Source: an optimization exercise on an open RTL-to-GDS flow (aim: small area, a short achievable clock period and few clock cycles per item). Production flows keep margins and buffers that such runs may drop. The RTL was checked by simulation tests, not by an equivalence proof against the original design.

## flow/design.v (module list and top-level ports; edited modules follow where they fit)
// module himg_qmap: 1390 lines
module himg_qmap (
    input  wire        clk,
    input  wire        rst,         
    input  wire        in_valid,
    output wire        in_ready,
    input  wire [1:0]  in_op,
    input  wire [15:0] in_data,
    output wire        out_valid,
    input  wire        out_ready,
    output wire [15:0] out_data
);
  // ...
==> flow/run.sh <==
#!/bin/bash
# synth_recipe.tcl (not shown) runs the flow's synth.tcl, then flattens the netlist and writes it again
# the make line also repeats each setting of config.mk as NAME=value (left out here)
make -C /OpenROAD-flow-scripts/flow DESIGN_CONFIG=/design/flow/config.mk WORK_HOME=/design/flow/orfs CLKGATE_MAP_FILE= SYNTH_SCRIPT=/design/flow/synth_recipe.tcl finish
==> flow/config.mk <==
export PLATFORM = sky130hd
export DESIGN_NAME = himg_qmap
export DESIGN_NICKNAME = himg_qmap
export VERILOG_FILES = /design/flow/design.v
export SDC_FILE = /design/flow/constraint.sdc
export NUM_CORES = 4
export LEC_CHECK = 0
export CAP_MARGIN = 50
export CORE_MARGIN = 2
export CORE_UTILIZATION = 55
export PLACE_DENSITY = 0.65
export SLEW_MARGIN = 70
==> flow/constraint.sdc <==
create_clock -name core_clock -period 14.0 [get_ports {clk}]
set_input_delay 2.8000 -clock core_clock [delete_from_list [all_inputs] [get_ports {clk}]]
set_output_delay 2.8000 -clock core_clock [all_outputs]
set_load 0.01 [all_outputs]
==> summary.md, run 1 <==
| Metric | Value |
|---|---|
| Status | `timing/DRC/antenna clean` |
| Cell family contributing the most delay on the critical path | `adder cells` |
| Final Instance Area | `61,670 µm²` |
| Row cnt | `116` |
| GR Layer Usage met3 | `4.037%` |
| Post-cts hold buffer count | `0` |
| Slowest CP cell | `edfxtp_1` |
| R2R Path End | `p2_R[14]$_DFFE_PN_` |
| Multi-input logic area | `31,840 µm²` |
| CTS clk-pin slew, worst paths | `0.06 ns` |
| Met3 wire length | `6641 µm` |
| Post-Route Setup TNS | `0 ns` |
| Sequential fraction of total cell area | `34.05%` |
| Count leader, synth | `inv_1` |
| Leading cell kind | `multi-input combinational cells` |
| TritonCTS buffer count | `84` |
| R2R Path Start | `dq_1[6]$_DFFE_PP_` |
| Nets | `6,458` |
| CP Launch Point | `dq_1[6]$_DFFE_PP_` |
| CTS tree | `done` |
| DIE AREA | `103,500 µm²` |
| YS warnings | `1` |
| Crit path required time | `14.41 ns` |
| Fin Hold WS | `0.4077 ns` |
| Initial drt markers | `2,818` |
| Synth Instances | `5,550` |
| Worst Hold Class | `reg -> reg` |
| CTS H-tree depth | `3` |
| Initial Utilization | `55.44%` |
| Post-synthesis sequential area ratio | `37.79%` |
Testbench counts, summed over its fixed seeds: cycles 3,568, items 3,072.
==> run 2, diff against run 1 <==
--- a/flow/config.mk
+++ b/flow/config.mk
@@ -5,8 +5,8 @@
 export SDC_FILE = /design/flow/constraint.sdc
 export NUM_CORES = 4
 export LEC_CHECK = 0
-export CAP_MARGIN = 50
+export CAP_MARGIN = 20
 export CORE_MARGIN = 2
 export CORE_UTILIZATION = 55
 export PLACE_DENSITY = 0.65
-export SLEW_MARGIN = 70
+export SLEW_MARGIN = 20
==> run 2 against run 1 <==
  * Global-route usage is 0.40 points lower
  * Utilization is 1.7 points lower
  * Still clean
  * Maximum frequency is 0.15% higher
  * Critical endpoint unchanged
  * Non-clock buffer count is 116 lower
  * Die area stayed put
  * Sequential share of layout area is 0.96 points higher
  * Via count is 1.3% lower
  * Count of clock-buffer cells in the layout is 4 lower
  * First-iteration DRC count is 2.9% lower
  * Largest cell class unchanged
  * Critical path type unchanged
==> summary.md, run 2 <==
| Metric | Value |
|---|---|
| Multi-input logic area | `31,280 µm² (was 31,840 µm²)` |
| Clock Tree Root | `clkbuf_16 (unchanged)` |
| Count leader, synth | `inv_1 (unchanged)` |
| Final Hold Vio Count | `0 (unchanged)` |
| Worst Hold Class | `reg -> reg (unchanged)` |
| Sink Count | `725 (unchanged)` |
| Worst Tran Pin Value | `1.131 ns` |
| Commonest non-fill, non-tap cell in the layout | `inv_1 (unchanged)` |
| Crit path max fanout | `14 (unchanged)` |
| Vias per inst | `5.751 (was 5.731)` |
| Commonest cells in the netlist | `inv_1 (678), edfxtp_1 (646), ha_1 (551) (unchanged)` |
| I/O pin count | `40 (unchanged)` |
| Crit end category | `register (unchanged)` |
| Initial drt markers | `2,737 (was 2,818)` |
| Synth area leaders | `edfxtp_1 (35%), ha_1 (12%), fa_1 (8.7%) (unchanged)` |
| Fin Hold WS | `0.4123 ns (was 0.4077 ns)` |
| TritonCTS buffer count | `85 (was 84)` |
| CTS tree | `done (unchanged)` |
| Row cnt | `116 (unchanged)` |
| Asr flop ratio synth | `0% (unchanged)` |
| First-pass GRT wire length | `210,800 µm (was 213,800 µm)` |
| Dpl hpwl | `96,810 µm (was 100,600 µm)` |
| CP Launch Type | `register (unchanged)` |
| Net Count, Synth | `6,365 (unchanged)` |
| GR Util All Layers | `25.64% (was 26.04%)` |
| Post-DR wirelength/cell | `19.05 µm (was 19.01 µm)` |
| DRT Pass-1 Iters | `5 (unchanged)` |
| Clock Tree Buf Depth | `3 (unchanged)` |
| Most frequent cells in the layout | `inv_1 (677), edfxtp_1 (646), ha_1 (551), nand2_1 (484), o21ai_0 (335) (was inv_1 (669), edfxtp_1 (646), ha_1 (549), nand2_1 (484), o21ai_0 (326))` |
| Count of input and output buffers | `39 (unchanged)` |
| Vias in the first global route | `39,471 (was 40,035)` |
| Mean Syn Cell Area | `10.00 µm² (unchanged)` |
| Number of distinct library cells after synthesis | `106 (unchanged)` |
| Max Cap Viol | `0 (unchanged)` |
| Routed wire length | `131,300 µm (was 133,300 µm)` |
| FF-to-FF path depth | `18 (unchanged)` |
| Synthesis-stage register bit count | `725 (unchanged)` |
| Antenna-violating nets left | `0 (unchanged)` |
| Fmax | `180.6 MHz (was 180.3 MHz)` |
| Slew Limit Fails | `0 (unchanged)` |
| Final Setup Violations | `0 (unchanged)` |
| Routability Congestion | `0.9094 (unchanged)` |
| Unrepaired setup endpoints after global routing | `false (unchanged)` |
| Initial Utilization | `55.44% (unchanged)` |
| Cell taking the most area after synthesis | `edfxtp_1 (unchanged)` |
| CTS H-tree depth | `3 (unchanged)` |
| Critical setup path kind | `reg -> reg (unchanged)` |
| Worst Skew | `0.03959 ns (was 0.02356 ns)` |
| R2R Path Start | `dq_1[6]$_DFFE_PP_ (unchanged)` |
| FF/Latch Area | `20,980 µm² (was 21,000 µm²)` |
| GR Overflow Total | `0 (unchanged)` |
| Post-synth EDFFs | `646 (unchanged)` |
| Post-synth top area share | `34.94% (unchanged)` |
| Largest net degree at the start of global routing | `180 (was 61)` |
| Nets | `6,343 (was 6,458)` |
| Crit path required time | `14.39 ns (was 14.41 ns)` |
| Final worst-path cycle share | `39.55% (was 39.61%)` |
| YS warnings | `1 (unchanged)` |
| Dpl ws | `8.517 ns (was 8.507 ns)` |
| Relative slew slack | `24.50%` |
| Post-Syn Area | `55,520 µm² (unchanged)` |
| Post-CTS sizing | `0 (unchanged)` |
| Setup ws final | `8.463 ns (was 8.455 ns)` |
| Min-delay src | `p1_c[6]$_DFFE_PN_ (was p16_neg$_DFFE_PN_)` |
| Worst endpoint data arrival time | `5.93 ns (was 5.96 ns)` |
| Core Util, Final | `59.85% (was 61.58%)` |
| Cell Count, Final, Fillers Out | `6,896 (was 7,013)` |
| Antenna violations before repair | `4 (was 3)` |
| DIE AREA | `103,500 µm² (unchanged)` |
| Post-cts hold buffer count | `0 (unchanged)` |
| R2R Path End | `p2_R[14]$_DFFE_PN_ (unchanged)` |
| Post-synthesis sequential area ratio | `37.79% (unchanged)` |
| Die H | `321.7 µm (unchanged)` |
| Residual DRC | `0 (unchanged)` |
| Post-CTS Setup Inserts | `0 (unchanged)` |
| Hold Path Sink | `p2_c[6]$_DFFE_PN_ (was p17_neg$_DFFE_PN_)` |
| P&R area growth vs syn | `7.958% (was 11.08%)` |
| Status | `timing/DRC/antenna clean (unchanged)` |
| CP Launch Point | `dq_1[6]$_DFFE_PP_ (unchanged)` |
| Cells after DPL | `6,739 (was 6,836)` |
| Synth Flop Type | `edfxtp_1 (unchanged)` |
| Min Tclk post-route | `5.537 ns (was 5.545 ns)` |
| Core ar. | `100,100 µm² (unchanged)` |
| Fillers | `8,536 (was 8,330)` |
| Share of layout cells above drive strength 1 | `5.738% (was 9.172%)` |
| Via total after detailed routing | `39,661 (was 40,192)` |
| CTS clk-pin slew, worst paths | `0.06 ns (about the same)` |
| Worst skew pair latency | `0.68 ns (was 0.67 ns)` |
| R2R Setup Slk | `8.46 ns (was 8.45 ns)` |
| Die Wd | `321.7 µm (unchanged)` |
| Post-Route Setup TNS | `0 ns (unchanged)` |
| Synth Instances | `5,550 (unchanged)` |
| Hold depth | `0 (unchanged)` |
run 2: cell type report:
type / instances / share of cell area (%)
Inverter: 680 / 4.271
Timing Repair Buffer: 81 / 1.190
Antenna cell: 4 / 0.01670
Clock buffer: 100 / 3.676
Tap cell: 1298 / 2.710
Sequential cell: 725 / 35.01
Multi-Input combinational cell: 3955 / 52.20
Clock inverter: 53 / 0.9332
run 2: metal layers:
metal / global-route usage (%) / share of wire [%]
met3: 3.842 / 5.0
met4: 9.086 / 3.2
met5: 0 / 0
met2: 41.92 / 47
met1: 34.75 / 45
run 2: cells by family after synthesis:
kind of cell	share of synthesized area, %
AO/OA/AOI/OAI	13.77
XOR/XNOR	5.202
adder cells (fa/ha/maj)	21.14
buffers and inverters	5.907
flip-flops	37.79
multiplexers	2.923
other	0.01353
AND/OR/NAND/NOR	13.25
run 2: through the flow:
step | cell area, µm²
floorplan | 55520
global placement | 57150
finish | 59940
detailed placement | 57150
global route | 59930
CTS | 59920
run 2: worst max-delay path by stage:
stage                              end  depth (start not counted)  slack [ns]
finish              p2_R[14]$_DFFE_PN_                         18        8.46
global route        p2_R[13]$_DFFE_PN_                         16        8.07
CTS                 p2_R[13]$_DFFE_PN_                         16        8.47
detailed placement  p2_R[13]$_DFFE_PN_                         16        8.52
global placement    p2_R[14]$_DFFE_PN_                         18        8.54
floorplan           dq_13[0]$_DFFE_PP_                          3        0.83
run 2: worst max-delay path, cell delays in order, from the launching register on:
cell and delay, ns:
edfxtp_1 0.55, and2_1 0.23, fa_1 0.53, inv_1 0.06, fa_1 0.53, inv_1 0.05
fa_1 0.50, fa_1 0.49, ha_1 0.35, a21o_1 0.18, a21o_1 0.18, a21oi_1 0.13
o31ai_1 0.17, a211oi_1 0.42, o31ai_1 0.18, a21oi_1 0.20, nor2b_1 0.09, o21a_1 0.19
o31a_1 0.23

==> what the ideal ports hide <==
The flow's constraints put no driver on any port. The routed layouts listed below were extracted and timed again, unchanged, in two steps. Step 1 sets driving cells, clkbuf_16 on the clock port and buf_2 on the other inputs (assumed; they add their load-dependent delay and slew). Step 2, shift: input delay + t, output delay - t, t = (earliest + latest rising clock arrival at the registers) / 2. This alone moves slack from input paths to output paths. a / b / c = no drivers / after step 1 / after step 2; a / b = the first two.
| run | shift t [ns] | slack for setup (ns) | worst register clock-pin slew, ns | worst data-port slew with drivers (ns) |
|---|---|---|---|---|
| run 1 | 0.725 | 8.455 / 8.455 / 8.455 | 0.07 / 0.07 | 0.10 |
| run 2 | 0.724 | 8.463 / 8.463 / 8.463 | 0.07 / 0.07 | 0.10 |
After both steps every run listed still meets setup and hold.
